This is an optimization exercise on Yosys and OpenROAD, whose aim is small area, a short achievable clock period and few clock cycles, not a production implementation. The RTL was checked by simulation tests, not by an equivalence proof against the original design.

Setup of lane 1:
## fau_alu
module fau_alu (
    input  wire         clk,
    input  wire         rst_n,
    input  wire         in_valid,
    output wire         in_ready,
    input  wire [2:0]   in_op,
    input  wire [255:0] in_a,
    input  wire [255:0] in_b,
    output wire         out_valid,
    input  wire         out_ready,
    output wire [255:0] out_y,
    output wire [2:0]   out_code
);
Settings: LEC_CHECK=0, CAP_MARGIN=45, CORE_MARGIN=2, CORE_UTILIZATION=35, PLACE_DENSITY=0.45, SLEW_MARGIN=45, SYNTH_HIERARCHICAL=1; clock period 14.0 ns.
standard.sh (not shown) runs the stock make flow with config.mk's settings and CLKGATE_MAP_FILE= SYNTH_SCRIPT=/design/flow/synth_recipe.tcl, a recipe that flattens the netlist after the stock synthesis.
==> flow/flow/run.sh <==
#!/bin/bash
set -euo pipefail
bash standard.sh SETUP_SLACK_MARGIN=10 "BUFFER_PORTS_ARGS=-buffer_cell sky130_fd_sc_hd__buf_1" finish > flow_standard.log 2>&1
Testbench counts of lane 1, summed over its fixed seeds: cycles 41,281.
Changes in lane 2 relative to lane 1:
==> flow/run.sh (new file) <==
#!/bin/bash
# synth_recipe.tcl (not shown) runs the flow's synth.tcl, then flattens the netlist and writes it again
# the make line also repeats each setting of config.mk as NAME=value (left out here)
make -C /OpenROAD-flow-scripts/flow DESIGN_CONFIG=/design/flow/config.mk WORK_HOME=/design/flow/orfs CLKGATE_MAP_FILE= SYNTH_SCRIPT=/design/flow/synth_recipe.tcl finish
-- flow/config.mk --
<<< lane 1, line 10
export CORE_UTILIZATION = 35
export PLACE_DENSITY = 0.45
export SLEW_MARGIN = 45
export SYNTH_HIERARCHICAL = 1
>>> lane 2, line 10
export CORE_UTILIZATION = 35
export PLACE_DENSITY = 0.45
export SETUP_SLACK_MARGIN = 5
export SLEW_MARGIN = 45
export SYNTH_HIERARCHICAL = 1
removed: flow/flow/run.sh
removed: flow/standard.sh
Findings:
- The clock skew was comparable across lane 1 and lane 2.
- Total CTS buffers (lane 2 vs. lane 1) increases slightly
- The run showing the smaller required time reported for the critical path endpoint is lane 2.
- For lane 2, the capture point of the critical path was S[177], unlike lane 1, where it was S[53].
- On first-pass GRT wire length, lane 2 does better than lane 1.
Here is what was changed in the inputs of lane 3 compared with lane 2.
==> flow/flow/run.sh (new file) <==
#!/bin/bash
set -euo pipefail
bash standard.sh SETUP_SLACK_MARGIN=9 "BUFFER_PORTS_ARGS=-buffer_cell sky130_fd_sc_hd__buf_1" finish > flow_standard.log 2>&1
==> flow/standard.sh (new file) <==
#!/bin/bash
# synth_recipe.tcl (not shown) runs the flow's synth.tcl, then flattens the netlist and writes it again
# the make line also repeats each setting of config.mk as NAME=value (left out here)
make -C /OpenROAD-flow-scripts/flow DESIGN_CONFIG=/design/flow/config.mk WORK_HOME=/design/flow/orfs CLKGATE_MAP_FILE= SYNTH_SCRIPT=/design/flow/synth_recipe.tcl "${@:-finish}"
==> flow/config.mk <==
export PLATFORM = sky130hd
export DESIGN_NAME = fau_alu
export DESIGN_NICKNAME = fau_alu
export VERILOG_FILES = /design/flow/design.v
export SDC_FILE = /design/flow/constraint.sdc
export NUM_CORES = 8
export LEC_CHECK = 0
export CAP_MARGIN = 55
export CORE_MARGIN = 2
export CORE_UTILIZATION = 40
export PLACE_DENSITY = 0.5
export SLEW_MARGIN = 55
export SYNTH_HIERARCHICAL = 1
removed: flow/run.sh
==> comparison <==
- Sort lane 2 and lane 3 by register-to-register slack, descending, and lane 3 comes first.
- Comparing lane 2 and lane 3, the lower final area is on lane 2.
- The more densely filled core belongs to lane 3, not lane 2.
- Share of the cycle needed by the critical path after routing (higher): lane 2
- Going from lane 2 to lane 3, the via count was found to have gone up by 11441.
- Looking at met2 global-route usage across lane 2 and lane 3, the one that comes out higher is lane 3.
- Looking at timing startpoint of the critical path, the sub2e result is from lane 2; the C[120] one comes from lane 3.
- Of lane 3 and lane 2, it is lane 3 that has the lower worst-margin pin slew.
- As far as number of instances in the synthesized netlist goes, lane 2 and lane 3 are indistinguishable; the numbers are identical.

-- static timing again, ports no longer ideal --
No port has a modelled driver above. Below, the same layouts with a new extraction and two added sets of constraints. Step 1 sets driving cells, clkbuf_16 on the clock port and buf_2 on the other inputs (assumed; they add their load-dependent delay and slew). Step 2 times the ports against the registers' clock, not the clock port: input delays grow and output delays shrink by t, the midpoint of the rising clock arrivals with the driver on. Three values: no drivers, after step 1, after step 2; two values: the first two.
| run | shift t [ns] | setup slack, ns | worst hold slack (ns) | worst setup path at the end | cell pins on the clock port's net |
|---|---|---|---|---|---|
| lane 1 | 1.123 | 7.193 / 7.193 / 7.193 | 0.470 / 0.470 / 0.470 | register to register | 1 |
| lane 2 | 1.115 | 4.983 / 4.983 / 4.983 | 0.476 / 0.476 / 0.476 | register to register | 1 |
| lane 3 | 1.095 | 7.591 / 7.591 / 7.591 | 0.463 / 0.463 / 0.463 | register to register | 1 |
After both steps every run listed still meets setup and hold.
